Context: an optimization exercise on an open-source flow, tuned for small area, a short achievable clock period and few clock cycles. The choices shown serve that exercise and are no tape-out recipe.
In this exercise RTL edits were held to simulation tests only and were not proved equivalent to the original.
No activity file was given, so power comes from the tool's default toggle rates.

==> design/flow/design.v <==
module usbpd_msg_engine (
    input  wire         clk,
    input  wire         rst,           
    input  wire         cmd_valid,
    output wire         cmd_ready,
    input  wire [2:0]   cmd_op,
    input  wire [31:0]  cmd_arg,
    input  wire [223:0] cmd_obj,       
    output reg          rsp_valid,
    output reg          rsp_ok,
    output reg  [47:0]  rsp_data,
    output wire [223:0] rsp_obj,       
    output wire         tx_valid,
    input  wire         tx_ready,
    output reg  [7:0]   tx_data,
    input  wire         rx_valid,
    output wire         rx_ready,
    input  wire [7:0]   rx_data
);
    localparam [2:0] OP_PACKHDR   = 3'd0;
    localparam [2:0] OP_UNPACKHDR = 3'd1;
    localparam [2:0] OP_UNPACKCAP = 3'd2;
    localparam [2:0] OP_PACKREQ   = 3'd3;
    localparam [2:0] OP_WRMSG     = 3'd4;
    localparam [2:0] OP_RDFRAME   = 3'd5;
    localparam [7:0] TOK_SYNC1   = 8'h12;
    localparam [7:0] TOK_SYNC2   = 8'h13;
    localparam [7:0] TOK_PACKSYM = 8'h80;
    localparam [7:0] TOK_JAMCRC  = 8'hFF;
    localparam [7:0] TOK_EOP     = 8'h14;
    localparam [7:0] TOK_TXOFF   = 8'hFE;
    localparam [7:0] TOK_TXON    = 8'hA1;
    localparam [7:0] RX_SOP_MASK = 8'hE0;
    localparam [7:0] RX_SOP_TAG  = 8'hE0;
    localparam [1:0] S_IDLE = 2'd0;
    localparam [1:0] S_TX   = 2'd1;
    localparam [1:0] S_RX   = 2'd2;
    reg [1:0]   state;
    reg [5:0]   cnt;           
    reg [2:0]   nobj;          
    reg [15:0]  hdr;           
    reg [223:0] obj;           
    reg         sop_ok;
    assign cmd_ready = (state == S_IDLE);
    assign tx_valid  = (state == S_TX);
    assign rx_ready  = (state == S_RX);
    assign rsp_obj   = obj;
    wire accept = cmd_valid && cmd_ready;
    wire [15:0] packhdr = {1'b0, cmd_arg[7:5], cmd_arg[10:8], cmd_arg[11],
                           cmd_arg[13:12], cmd_arg[14], cmd_arg[4:0]};
    wire [15:0] unpackhdr = {5'd0, cmd_arg[11:9], cmd_arg[14:12], cmd_arg[4:0]};
    wire [15:0] cap_mv = cmd_arg[19:10] * 16'd50;
    wire [15:0] cap_ma = cmd_arg[9:0] * 16'd10;
    wire [47:0] unpackcap = {6'd0, cmd_arg[21:20], cmd_arg[24], cmd_arg[25],
                             cmd_arg[26], cmd_arg[27], cmd_arg[28], cmd_arg[29],
                             cmd_arg[31:30], cap_ma, cap_mv};
    wire [13:0] req_ma  = cmd_arg[29:16];
    wire [13:0] req_raw = req_ma / 14'd10;
    wire [31:0] packreq = {1'b0, cmd_arg[2:0], 3'b000, 1'b1, 4'b0000,
                           req_raw[9:0], req_raw[9:0]};
    wire [5:0] tx_last    = 6'd10 + {1'b0, nobj, 2'b00};
    wire [5:0] tx_payload = cnt - 6'd7;    
    always @(*) begin
        if (cnt < 6'd3)
            tx_data = TOK_SYNC1;
        else if (cnt == 6'd3)
            tx_data = TOK_SYNC2;
        else if (cnt == 6'd4)
            tx_data = TOK_PACKSYM | (8'd2 + {3'd0, nobj, 2'b00});
        else if (cnt == 6'd5)
            tx_data = hdr[7:0];
        else if (cnt == 6'd6)
            tx_data = hdr[15:8];
        else if (cnt < tx_last - 6'd3)
            tx_data = obj[tx_payload*8 +: 8];
        else if (cnt == tx_last - 6'd3)
            tx_data = TOK_JAMCRC;
        else if (cnt == tx_last - 6'd2)
            tx_data = TOK_EOP;
        else if (cnt == tx_last - 6'd1)
            tx_data = TOK_TXOFF;
        else
            tx_data = TOK_TXON;
    end
    wire [5:0] rx_ndo     = (cnt < 6'd3) ? 6'd0 : {3'd0, hdr[14:12]};
    wire [5:0] rx_last    = 6'd6 + {rx_ndo[3:0], 2'b00};
    wire [5:0] rx_payload = cnt - 6'd3;
    always @(posedge clk) begin
        rsp_valid <= 1'b0;
        if (rst) begin
            state     <= S_IDLE;
            cnt       <= 6'd0;
            rsp_ok    <= 1'b0;
            rsp_data  <= 48'd0;
        end else begin
            case (state)
            S_IDLE: if (accept) begin
                rsp_ok   <= 1'b1;
                rsp_data <= 48'd0;
                cnt      <= 6'd0;
                case (cmd_op)
                OP_PACKHDR:   begin rsp_valid <= 1'b1; rsp_data <= {32'd0, packhdr}; end
                OP_UNPACKHDR: begin rsp_valid <= 1'b1; rsp_data <= {32'd0, unpackhdr}; end
                OP_UNPACKCAP: begin rsp_valid <= 1'b1; rsp_data <= unpackcap; end
                OP_PACKREQ:   begin rsp_valid <= 1'b1; rsp_data <= {16'd0, packreq}; end
                OP_WRMSG: begin
                    state <= S_TX;
                    hdr   <= cmd_arg[15:0];
                    nobj  <= cmd_arg[18:16];
                    obj   <= cmd_obj;
                end
                OP_RDFRAME: begin
                    state <= S_RX;
                end
                default: begin rsp_valid <= 1'b1; rsp_ok <= 1'b0; end
                endcase
            end
            S_TX: if (tx_ready) begin
                cnt <= cnt + 6'd1;
                if (cnt == tx_last) begin
                    state     <= S_IDLE;
                    rsp_valid <= 1'b1;
                end
            end
            S_RX: if (rx_valid) begin
                cnt <= cnt + 6'd1;
                if (cnt == 6'd0)
                    sop_ok <= ((rx_data & RX_SOP_MASK) == RX_SOP_TAG);
                else if (cnt == 6'd1)
                    hdr[7:0] <= rx_data;
                else if (cnt == 6'd2)
                    hdr[15:8] <= rx_data;
                else if (rx_payload < {rx_ndo[3:0], 2'b00})
                    obj[rx_payload*8 +: 8] <= rx_data;
                if (cnt == 6'd2 && !sop_ok) begin
                    state     <= S_IDLE;
                    rsp_valid <= 1'b1;
                    rsp_ok    <= 1'b0;
                end else if (cnt == rx_last) begin
                    state     <= S_IDLE;
                    rsp_valid <= 1'b1;
                    rsp_data  <= {32'd0, hdr};
                end
            end
            default: state <= S_IDLE;
            endcase
        end
    end
endmodule
==> design/flow/run.sh <==
#!/bin/bash
# synth_recipe.tcl (not shown) runs the flow's synth.tcl, then flattens the netlist and writes it again
# the make line also repeats each setting of config.mk as NAME=value (left out here)
make -C /OpenROAD-flow-scripts/flow DESIGN_CONFIG=/design/flow/config.mk WORK_HOME=/design/flow/orfs CLKGATE_MAP_FILE= SYNTH_SCRIPT=/design/flow/synth_recipe.tcl finish
==> design/flow/config.mk <==
export PLATFORM = sky130hd
export DESIGN_NAME = usbpd_msg_engine
export DESIGN_NICKNAME = usbpd_msg_engine
export VERILOG_FILES = /design/flow/design.v
export SDC_FILE = /design/flow/constraint.sdc
export NUM_CORES = 4
export LEC_CHECK = 0
export CAP_MARGIN = 20
export CORE_AREA = 10 10 370 370
export DIE_AREA = 0 0 380 380
export SLEW_MARGIN = 20
==> design/flow/constraint.sdc <==
create_clock -name core_clock -period 12.0 [get_ports {clk}]
set_input_delay 2.4000 -clock core_clock [delete_from_list [all_inputs] [get_ports {clk}]]
set_output_delay 2.4000 -clock core_clock [all_outputs]
set_load 0.01 [all_outputs]
==> summary.txt <==
-- flip-flops by register name, summed over array words and instances (netlist names) --
register   count
hdr           16
rsp_ok         1
rsp_data      41
cnt            6
rsp_valid      1
state          2
nobj           3
sop_ok         1
obj          224
-- logic make-up (layout without fill, tap and decap cells) --
kind of cell | Yosys count | in the layout | share of synthesized area (%)
other | 1 | 11 | 0.01689
and+or+nand+nor | 730 | 730 | 15.01
xor gates and xnor gates | 69 | 69 | 2.857
muxes | 307 | 307 | 17.54
adders and majority gates | 83 | 83 | 4.880
AOI/OAI and AO/OA | 628 | 628 | 18.00
buffers and inverters | 229 | 830 | 4.108
DFF | 295 | 295 | 37.60
-- final cells by class --
cell class / count / area, sq um / share of cell area (%)
multi-input cells: 1824 / 13040 / 41.16
inverters: 60 / 225.2 / 0.7107
clock buffers: 55 / 1130 / 3.565
clock inverters: 20 / 180.2 / 0.5685
repair buffers: 695 / 6571 / 20.74
flip-flops and latches: 295 / 8352 / 26.35
well taps: 1742 / 2180 / 6.878
diodes: 4 / 10.01 / 0.03159
-- stage by stage --
stage	total power, mW	instances
after floorplan	2.053	2348
after global placement	2.788	4615
after detailed placement	2.789	4616
after CTS	4.063	4691
after global routing	4.226	4692
final	4.025	4695
-- worst max-delay path: cells and delay by family --
family,cells,cell delay (ps)
AOI/OAI and AO/OA,17,4690
adders and majority gates,1,260
buffers and inverters,4,1090
muxes,1,360
and+or+nand+nor,9,2770
-- cells in the mapped netlist, types with 6 or more instances --
cell	n
o31ai_1	8
mux4_2	65
a31oi_1	18
xnor2_1	48
nand3_1	54
a211o_1	9
a211oi_1	18
nor2_1	341
nand2b_1	13
buf_4	7
ha_1	77
a311oi_1	7
or3_1	12
a21oi_1	317
nor3_1	32
nand4_1	14
o21ai_0	88
o21ai_1	8
o2111ai_1	7
mux2i_1	239
o211ai_1	12
and2_1	12
o22ai_1	6
buf_1	9
nor2b_1	16
dfxtp_1	51
and3_1	13
o21bai_1	7
a21o_1	14
a21boi_0	7
a221oi_1	11
a22oi_1	10
nor4_1	11
clkbuf_1	142
o21a_1	11
and4_1	6
fa_1	6
nand2_1	168
buf_2	9
inv_1	60
xor2_1	17
edfxtp_1	244
-- power breakdown --
part	switching, mW	leakage, nW	internal (mW)	total (mW)
registers	0.0537	2.64	1.19	1.24
clock network	0.538	0.636	0.706	1.24
logic	0.843	8.01	0.696	1.54
-- placed cells by master (no fill, tap or decap), types with 14 or more instances in the layout --
cell,netlist,final
o21ai_0,88,88
a31oi_1,18,18
nor2_1,341,338
buf_4,7,144
nor3_1,32,32
clkdlybuf4s50_1,0,540
dfxtp_1,51,50
xor2_1,17,16
a21oi_1,317,316
edfxtp_1,244,244
nand3_1,54,54
ha_1,77,75
a211oi_1,18,18
nor2b_1,16,14
mux4_2,65,65
a21o_1,14,14
nand2_1,168,168
clkbuf_16,0,42
xnor2_1,48,46
inv_1,60,60
nand4_1,14,14
mux2i_1,239,239
-- worst min-delay path by stage --
stage,to,startpoint,cells past startpoint
after CTS,rsp_data[35],rsp_data[35],2
after global routing,rsp_data[36],rsp_data[36],2
after global placement,rsp_data[37],rsp_data[37],2
after floorplan,rsp_data[30],rsp_data[30],2
after detailed placement,rsp_data[32],rsp_data[32],2
final,rsp_data[32],rsp_data[32],2
-- metal layers --
metal	wire (microns)	vias to the layer above	track usage (%)
li1	-	9898	-
met1	47190	10560	18.67
met2	54690	897	25.45
met3	9783	137	4.436
met4	3706	6	4.661
met5	39	-	0
==> results.json <==
{
  "status": "no timing/DRC/antenna violations",
  "setup_tns_ps": 0,
  "drt_pass1_iterations": 5,
  "grt_pass1_vias": 21540,
  "drive_above_1_share_pct": 11.94,
  "worstPathRequired_ps": 12540,
  "p_leak_nw": 11.28,
  "cts_root_buf": "clkbuf_16",
  "startpoint_type": "primary input",
  "final_core_util_pct": 24.54,
  "port_buffers": 549,
  "row_count": 132,
  "insertion_delay_ps": 620,
  "numCtsBuffers": 41,
  "dr.first_iter.drc_count": 2101,
  "end_kind": "register",
  "timing.fmax_mhz": 90.64,
  "period_share_pct": 91.94,
  "slew_headroom_pct": 27.22,
  "grt_pass1_wl_mm": 161.7,
  "fin_area_sq_mm": 0.03169,
  "ant_nets": 0,
  "post_cts_buffers": 0,
  "die_h_microns": 380,
  "r2r_start": "cnt[0]",
  "initial_core_util_pct": 17.19,
  "worst_pin_slew_ps": 1092,
  "num-nets-final": 3272,
  "yosys_warnings": 1,
  "setup_violations": 0,
  "hold_path_class": "reg -> reg",
  "htreeDepth": 2,
  "vias": 21500,
  "avgRoutedWirePerCell_microns": 24.58,
  "slowest_stage": "clkdlybuf4s50_1",
  "wl_mm": 115.4,
  "period_needed_ps": 11030,
  "cts_resized": 0,
  "max_cap_viol_count": 0,
  "nFillCells": 13990,
  "reg2reg_to": "obj[161]",
  "seq_area_frac_synth_pct": 37.60,
  "io_pins": 557,
  "grt_remaining_overflow": 0,
  "grt_max_degree": 134,
  "worst-setup-path-type": "in -> reg",
  "postLayoutSetupSlackWorst_ps": 967.5,
  "syn_avg_cell_area_sq_um": 9.481,
  "clk_pin_slew_worst_paths_ps": 70,
  "grt_antenna_before_repair": 12,
  "cp-endpoint": "rsp_data[10]",
  "clkSinkCount": 295,
  "ys_dominant_reg_cell": "edfxtp_1",
  "fin_skew_ps": 37.13,
  "holdWs_ps": 448.1,
  "core_sq_mm": 0.1292,
  "reg2reg_setup_slack_ps": 6340,
  "r2r_cells": 13,
  "maxSlewViolCount": 0,
  "synth_area_sq_mm": 0.02220,
  "clock_path_buffers": 3,
  "crit_fanout": 9,
  "power.density_mw_per_mm2": 127.0,
  "cts_tree": "done",
  "drc": 0,
  "post-dp-hpwl_mm": 88.61,
  "synth_edf_count": 244,
  "dp_slack_ps": 519.0,
  "cts_hold_buf": 0,
  "grt_usage_pct": 15.19,
  "synth_top_area_share_pct": 33.00,
  "irDropWorstVdd_v": 0.00008215,
  "hold_viol_final": 0,
  "synthToLayoutAreaGrowth_pct": 42.73,
  "slowest_delay_ps": 600,
  "placed_area_sq_mm": 0.03036,
  "async_flop_share_pct": 0,
  "worst_ep_arrival_time_ps": 11570,
  "rsz0062_at_grt": "no",
  "synth.area.top_cells": "edfxtp_1 (33%), mux2i_1 (11%), a21oi_1 (7.1%)",
  "netlist.top_cell.by_area": "edfxtp_1",
  "gp_routability_congestion": 0.9121,
  "fp.dieW_microns": 380,
  "die_area_sq_mm": 0.1444,
  "synthCells": 2342,
  "crit_start": "cmd_arg[17]",
  "vias_per_cell": 4.579,
  "synth.distinct_cells": 104,
  "synth-seq-cells": 295
}
Testbench counts, summed over its fixed seeds: cycles 71,104.

## separate check: timing with driven ports
In the flow no input, the clock included, has a driving cell. The finished layout below was timed again as built, in two steps.
Step 1 sets driving cells, clkbuf_16 on the clock port and buf_2 on the other inputs (assumed; they add their load-dependent delay and slew).
Step 2 moves the port delays by t, midway between the first and last clock arrival at a register: inputs arrive t later, outputs are due t later. That takes back most of the time a late clock gives input paths.
a / b / c = ideal / step 1 / step 2; a / b = the first two.
shift t [ns]: 0.659
setup slack, ns: 0.967 / 0.971 / 0.312
hold slack, ns: 0.448 / 0.448 / 0.448
worst setup path at the end: input to register
After both steps setup and hold are still met in this run. The setup slack of this run moves by +0.004 ns with the drivers and by -0.655 ns with both steps.
